Background: an optimization exercise with open tools, aiming at small area, a short achievable clock period and few clock cycles per item. Do not read the settings as production practice. Only simulation tests tie the RTL to the original design; equivalence was not proved. Power figures rest on the tool's default switching activity, not on a simulated workload.

run 1:
// ghash_acc
module ghash_acc (
    input  wire         clk,
    input  wire         rst,         
    input  wire         in_valid,
    output wire         in_ready,
    input  wire [1:0]   in_op,
    input  wire [127:0] in_data,
    output wire [127:0] y,
    output wire         y_valid
);
export LEC_CHECK = 0
export CAP_MARGIN = 20
export CORE_MARGIN = 2
export CORE_UTILIZATION = 55
export PLACE_DENSITY = 0.7
export SETUP_SLACK_MARGIN = 2.3
export SLEW_MARGIN = 20
create_clock -name core_clock -period 5.0 [get_ports {clk}]
standard.sh (not shown) runs the stock make flow with config.mk's settings and CLKGATE_MAP_FILE= SYNTH_SCRIPT=/design/flow/synth_recipe.tcl, a recipe that flattens the netlist after the stock synthesis.
==> flow/flow/run.sh <==
#!/bin/bash
# The standard layout (standard.sh: the ORFS flow with the standard synthesis),
# with the port buffers made of sky130_fd_sc_hd__buf_4 instead of the cell
# buffer_ports picks by default. make's full output goes to standard_flow.log;
# each ORFS step keeps its own log under orfs/logs/.
set -euo pipefail
export BUFFER_PORTS_ARGS="-buffer_cell sky130_fd_sc_hd__buf_4"
bash standard.sh > standard_flow.log 2>&1
Both conditions hold for run 1: the flow ran to the end and the final layout passed the timing, design-rule and antenna checks.
Testbench counts of run 1, summed over its fixed seeds: cycles 21,234, items 2,506.
Input changes introduced in run 2 (baseline for comparison: run 1):
Settings: swapping 0.7 for 0.65 in PLACE_DENSITY; swapping 55 for 50 in CORE_UTILIZATION.
==> comparison <==
The via count of run 2 falls short of that of run 1 by about 2.3%.
Across both runs, die width was higher for run 2 than for run 1.
For run 1, the worst setup path endpoint was x_q[56]$_DFF_P_, unlike run 2, where it was x_q[64]$_DFF_P_.
Clock power, run 2 and run 1: larger value in run 2
Setup slack, run 2 and run 1: larger value in run 2
Run 2 ended up with a higher area overhead of the layout relative to synthesis than run 1 did.
Taking run 1 as the reference, in run 2 internal power component increased 2.1%, total wire length after detailed routing barely changed, data-path buffer share of cell area in the final layout now smaller.
Relative to run 2, the following input files were edited for run 3:
Settings: swapping 50 for 55 in CORE_UTILIZATION; swapping 2.3 for 2.2 in SETUP_SLACK_MARGIN; swapping 0.65 for 0.7 in PLACE_DENSITY.
[summary]
As far as instance count of the mapped netlist goes, run 3 and run 2 are indistinguishable; the numbers are identical.
Total chip power: run 3 better than run 2
The leakage power total reported for run 3 is smaller than that of run 2 by about 4%.
Run 2 fits on a die that is larger than the die of run 3.
Run 3 vs. run 2: number of buffers added for setup after CTS went down by 10.
Between run 3 and run 2, the net count reported at finish is higher for run 2.
Higher arrival time at the worst endpoint goes to run 3 over run 2.
Comparing run 3 and run 2, die width is higher on run 2.
Run 3 has met1 usage above what run 2 had.
Diff run 2 -> run 3: number of buffers other than clock buffers in the final layout dropped 80, part of the total power dissipated in combinational logic fell by 0.6 points.

ghash_acc again, from the RTL that the note above started with.
make LEC_CHECK=0 CAP_MARGIN=20 CORE_MARGIN=2 CORE_UTILIZATION=65 PLACE_DENSITY=0.75 SETUP_SLACK_MARGIN=2.3 SLEW_MARGIN=20 finish   # period 5.0 ns
run.sh (not shown) runs the stock make flow with config.mk's settings and CLKGATE_MAP_FILE= SYNTH_SCRIPT=/design/flow/synth_recipe.tcl, a recipe that flattens the netlist after the stock synthesis.
Stock flow here: none of the scripts above is used.
Testbench counts at the start, summed over its fixed seeds: cycles 21,234, items 2,506.
Edit:
--- a/flow/config.mk
+++ b/flow/config.mk
@@ -8,6 +8,6 @@
 export CAP_MARGIN = 20
 export CORE_MARGIN = 2
-export CORE_UTILIZATION = 65
-export PLACE_DENSITY = 0.75
+export CORE_UTILIZATION = 55
+export PLACE_DENSITY = 0.7
 export SETUP_SLACK_MARGIN = 2.3
 export SLEW_MARGIN = 20
What happened: The new run completed without violations. Utilization shrinks by 11 points. Wire length drops slightly. Via count decreases by a few percent.
Edit:
==> flow/flow/run.sh (new file) <==
#!/bin/bash
# The standard layout (standard.sh: the ORFS flow with the standard synthesis),
# with the port buffers made of sky130_fd_sc_hd__buf_4 instead of the cell
# buffer_ports picks by default. make's full output goes to standard_flow.log;
# each ORFS step keeps its own log under orfs/logs/.
set -euo pipefail
export BUFFER_PORTS_ARGS="-buffer_cell sky130_fd_sc_hd__buf_4"
bash standard.sh > standard_flow.log 2>&1
==> flow/standard.sh (new file) <==
#!/bin/bash
# synth_recipe.tcl (not shown) runs the flow's synth.tcl, then flattens the netlist and writes it again
# the make line also repeats each setting of config.mk as NAME=value (left out here)
make -C /OpenROAD-flow-scripts/flow DESIGN_CONFIG=/design/flow/config.mk WORK_HOME=/design/flow/orfs CLKGATE_MAP_FILE= SYNTH_SCRIPT=/design/flow/synth_recipe.tcl "${@:-finish}"
--- a/flow/config.mk
+++ b/flow/config.mk
@@ -8,6 +8,6 @@
 export CAP_MARGIN = 20
 export CORE_MARGIN = 2
-export CORE_UTILIZATION = 55
-export PLACE_DENSITY = 0.7
-export SETUP_SLACK_MARGIN = 2.3
+export CORE_UTILIZATION = 50
+export PLACE_DENSITY = 0.65
+export SETUP_SLACK_MARGIN = 2.4
 export SLEW_MARGIN = 20
removed: flow/run.sh
Effect: First-iteration DRC count fell by about 10%; core utilization fell by 4.3 points; register-to-register slack gets better by 0.08 ns; worst setup slack gets better by 0.10 ns.
Edit:
--- a/flow/config.mk
+++ b/flow/config.mk
@@ -8,6 +8,6 @@
 export CAP_MARGIN = 20
 export CORE_MARGIN = 2
-export CORE_UTILIZATION = 50
-export PLACE_DENSITY = 0.65
-export SETUP_SLACK_MARGIN = 2.4
+export CORE_UTILIZATION = 45
+export PLACE_DENSITY = 0.6
+export SETUP_SLACK_MARGIN = 2.3
 export SLEW_MARGIN = 20
After rerunning: Combinational power came out lower by 7.5%. Clock-buffer cell count decreases by 3. Power falls by 0.84%. Design area came out lower by 3.5%.
Edit:
--- a/flow/config.mk
+++ b/flow/config.mk
@@ -8,6 +8,6 @@
 export CAP_MARGIN = 20
 export CORE_MARGIN = 2
-export CORE_UTILIZATION = 45
-export PLACE_DENSITY = 0.6
-export SETUP_SLACK_MARGIN = 2.3
+export CORE_UTILIZATION = 55
+export PLACE_DENSITY = 0.7
+export SETUP_SLACK_MARGIN = 2.5
 export SLEW_MARGIN = 20
Effect:
- cell area grows by a few percent
- non-clock buffer count rose by 289
- synthesized area stays the same
- flip-flop and latch count is unchanged
- sequential power came out lower by a few percent
- cell count came out higher slightly
- fmax stays flat
- first-iteration DRC count came out higher by a quarter to a third
- worst hold slack is better by 0.011 ns

== before ==
ghash_acc, a different RTL version from the one above (not shown whole).
For scale: about 440 flip-flops, roughly 46,000 µm² of cells after synthesis.
Design ghash_acc, start of the top module:
module ghash_acc (
    input  wire         clk,
    input  wire         rst,         
    input  wire         in_valid,
    output wire         in_ready,
    input  wire [1:0]   in_op,
    input  wire [127:0] in_data,
    output wire [127:0] y,
    output wire         y_valid
);
clock: 5.0 ns
lec_check: 0
cap_margin: 20
core_margin: 2
core_utilization: 55
place_density: 0.7
setup_slack_margin: 2.5
slew_margin: 20
Stock flow here: none of the scripts above is used.
Testbench counts of before, summed over its fixed seeds: cycles 21,234, items 2,506.
> inputs changed (before -> after)
- SETUP_SLACK_MARGIN changed from 2.5 to 2.3
==> comparison <==
- In after, the layout net count came out 204 below the value in before.
- Number of vias per cell: after vs before down about 3.6%
- Compared to before, the router laid down less metal wire for after.
- after ended up with x_q[105] as its termination of the worst setup path; before ended up with x_q[116].
- Looking at initial detailed-routing violation count, after sits below before.
- Power of the sequential group grows by a few percent when moving from before to after.
- Cmp after vs before: number of global-route vias before repair lower in after
- after: footprint of the multi-input gates is about 3% lower than what before reported.
- In the metrics for before and after, the one carrying the lower switching power of the nets is after.
- As far as flip-flop and latch count after synthesis goes, before and after are indistinguishable; the numbers are identical.

==> re-timing with driven ports <==
In the flow no input, the clock included, has a driving cell. The finished layouts below were timed again as built, in two steps.
Step 1 sets driving cells, clkbuf_16 on the clock port and buf_2 on the other inputs (assumed; they add their load-dependent delay and slew).
Step 2 moves the port delays by t, midway between the first and last clock arrival at a register: inputs arrive t later, outputs are due t later. That takes back most of the time a late clock gives input paths.
Three values: ideal, step 1, step 2; two values: the first two.
run	shift t [ns]	setup WS [ns]	worst slew at a driven data input, ns
run 1	0.708	2.281 / 2.281 / 1.777	0.07
run 2	0.709	2.332 / 2.332 / 1.847	0.07
run 3	0.712	2.172 / 2.196 / 1.508	0.07
the first run of note 2	0.696	2.217 / 2.217 / 1.743	0.05
the second run of note 2	0.722	2.288 / 2.217 / 1.614	0.08
the third run of note 2	0.711	2.389 / 2.389 / 1.795	0.07
the fourth run of note 2	0.734	2.301 / 2.301 / 1.751	0.07
the fifth run of note 2	0.714	2.305 / 2.305 / 1.921	0.07
before	0.702	2.240 / 2.240 / 1.977	0.06
after	0.693	2.230 / 2.225 / 1.751	0.06
After both steps every run listed still meets setup and hold. For the second run of note 2, which loses most, drivers alone change the setup slack by -0.071 ns; drivers and shift together by -0.674 ns.
